Context: an optimization exercise on an open-source flow, tuned for small area, a short achievable clock period and few clock cycles per item. The choices shown serve that exercise and are no tape-out recipe. Where RTL was checked, it was by simulation tests only, not by an equivalence proof against the original. No activity file was given, so power comes from the tool's default toggle rates.

Setup of run 2:
// fx25_kiss_enc
module fx25_kiss_enc (
    input  wire        clk,
    input  wire        rst,
    input  wire        chunk_valid,
    output reg         chunk_ready,
    input  wire [7:0]  chunk_len,
    input  wire [47:0] dst_call,      
    input  wire [3:0]  dst_ssid,
    input  wire [47:0] src_call,      
    input  wire [3:0]  src_ssid,
    input  wire        in_valid,
    output reg         in_ready,
    input  wire [7:0]  in_data,
    output reg         out_valid,
    input  wire        out_ready,
    output reg  [7:0]  out_data,
    output reg         out_last,
    output reg  [15:0] skip_count
);
Size: roughly 1300 cells after synthesis, about 150 I/O pins, ~0.018 mm² of cells after synthesis.
export LEC_CHECK = 0
export CAP_MARGIN = 20
export CORE_MARGIN = 2
export CORE_UTILIZATION = 60
export SETUP_SLACK_MARGIN = 2.8
export SLEW_MARGIN = 20
create_clock -name core_clock -period 5.0 [get_ports {clk}]
standard.sh (not shown) runs the stock make flow with config.mk's settings and CLKGATE_MAP_FILE= SYNTH_SCRIPT=/design/flow/synth_recipe.tcl, a recipe that flattens the netlist after the stock synthesis.
==> flow/flow/run.sh <==
#!/bin/bash
set -euo pipefail
export BUFFER_PORTS_ARGS="-buffer_cell sky130_fd_sc_hd__buf_1"
export CTS_ARGS="-sink_clustering_enable -repair_clock_nets -dont_use_dummy_load -buf_list sky130_fd_sc_hd__clkbuf_16 -sink_clustering_size 20 -sink_clustering_max_diameter 100"
bash standard.sh > standard_flow.log 2>&1
Run 2 did not stop at any stage, and its layout met the timing, design-rule and antenna checks.
Testbench counts of run 2, summed over its fixed seeds: cycles 34,444, frames 128.
The following lists how run 4 was set up differently from run 2:
--- a/flow/design.v
+++ b/flow/design.v
@@ -163,13 +163,13 @@
     wire pad_end  = (cnt == 8'd222);
     wire par_end  = (cnt[4:0] == 5'd31);
     wire push     = in_valid && in_ready;
     wire pay_has  = pb_v || push;
     wire pay_last = pb_v ? (owed == 8'd0) : (push && (owed == 8'd1));
     wire pay_none = (owed == 8'd0) && !pb_v;
-    wire s_has = !((ph[I_IDLE] && (!dv || fl_on)) ||
+    wire s_has = !((ph[I_IDLE] && !dv) || (ph[I_HDR] && fl_on) ||
                    (ph[I_PAY] && !pay_has));
     wire s_ld = s_has && (!a_valid || mv);                   
     wire pop  = s_ld && ph[I_PAY];
     crc16_ccitt u_crc (
         .clk      (clk),
         .init     (s_ld && ph[I_IDLE]),
@@ -252,14 +252,16 @@
             owed        <= owed_next;
             in_ready    <= owed_nz && !pb_v_next;
             pb_v        <= pb_v_next;
             skip_evt    <= chunk_valid && chunk_ready && !len_ok;
             if (fl_on) begin
                 cnt <= cnt + 8'd1;
-                if (cnt[4:0] == 5'd31)
+                if (cnt[4:0] == 5'd31) begin
                     fl_on <= 1'b0;
+                    cnt   <= 8'd0;
+                end
             end
             if (s_ld)
                 a_valid <= 1'b1;
             else if (mv)
                 a_valid <= 1'b0;
             if (mv)
@@ -271,16 +273,18 @@
                 if (esc_pend)
                     esc_pend <= 1'b0;
                 else if (b_valid)
                     esc_pend <= ob_esc;
             end
             if (s_ld) begin
-                if (ph[I_CMD] || (ph[I_TAG] && tag_end) || (ph[I_PAD] && pad_end))
-                    cnt <= 8'd0;
-                else
-                    cnt <= cnt + 8'd1;
+                if (!fl_on) begin
+                    if ((ph[I_TAG] && tag_end) || (ph[I_PAD] && pad_end))
+                        cnt <= 8'd0;
+                    else
+                        cnt <= cnt + 8'd1;
+                end
                 if (ph[I_CMD] || (ph[I_TAG] && tag_end))
                     jc <= 7'd0;
                 else
                     jc <= {jc[5:0], !jc[6]};
                 ph[I_IDLE]  <= ph[I_FEND1];
                 ph[I_CMD]   <= ph[I_IDLE];
[summary]
Run 4 reached the final stage; the timing, design-rule and antenna checks on its layout passed.
The lower remaining max-slew budget at the tightest pin came out of run 4.
Against run 2 as the reference, run 4 delivers a higher fraction of layout instances using a drive strength above 1.
Summary of the comparison: placement-stage cell area is higher in run 4, relative to run 2.
Going from run 2 to run 4, power of the combinational group shows an increase of 37%, cell area after layout +about 1.7%, routed wire length now larger.
Core utilization: run 4 higher than run 2
Delta(detail-routed via count per cell, run 4 - run 2) > 0
The RTL of run 4 was laid out without a check of its function.

-- port drivers added, routing unchanged --
Ports are ideal in the flow. The routed layouts listed here were re-timed in OpenROAD.
Step 1 assumes that a clkbuf_16 drives the clock port and a buf_2 every other input.
Step 2, shift: input delay + t, output delay - t, t = (earliest + latest rising clock arrival at the registers) / 2. This alone moves slack from input paths to output paths.
a / b / c = no drivers / after step 1 / after step 2; a / b = the first two.
run	shift t [ns]	slack for setup (ns)	latest minus earliest clock arrival (ns)
run 2	0.549	2.836 / 2.833 / 2.340	0.048 / 0.047
run 4	0.561	2.758 / 2.758 / 2.296	0.048 / 0.048
After both steps setup and hold are still met in every run listed. For run 2, which loses most, drivers alone change the setup slack by -0.003 ns; drivers and shift together by -0.496 ns.
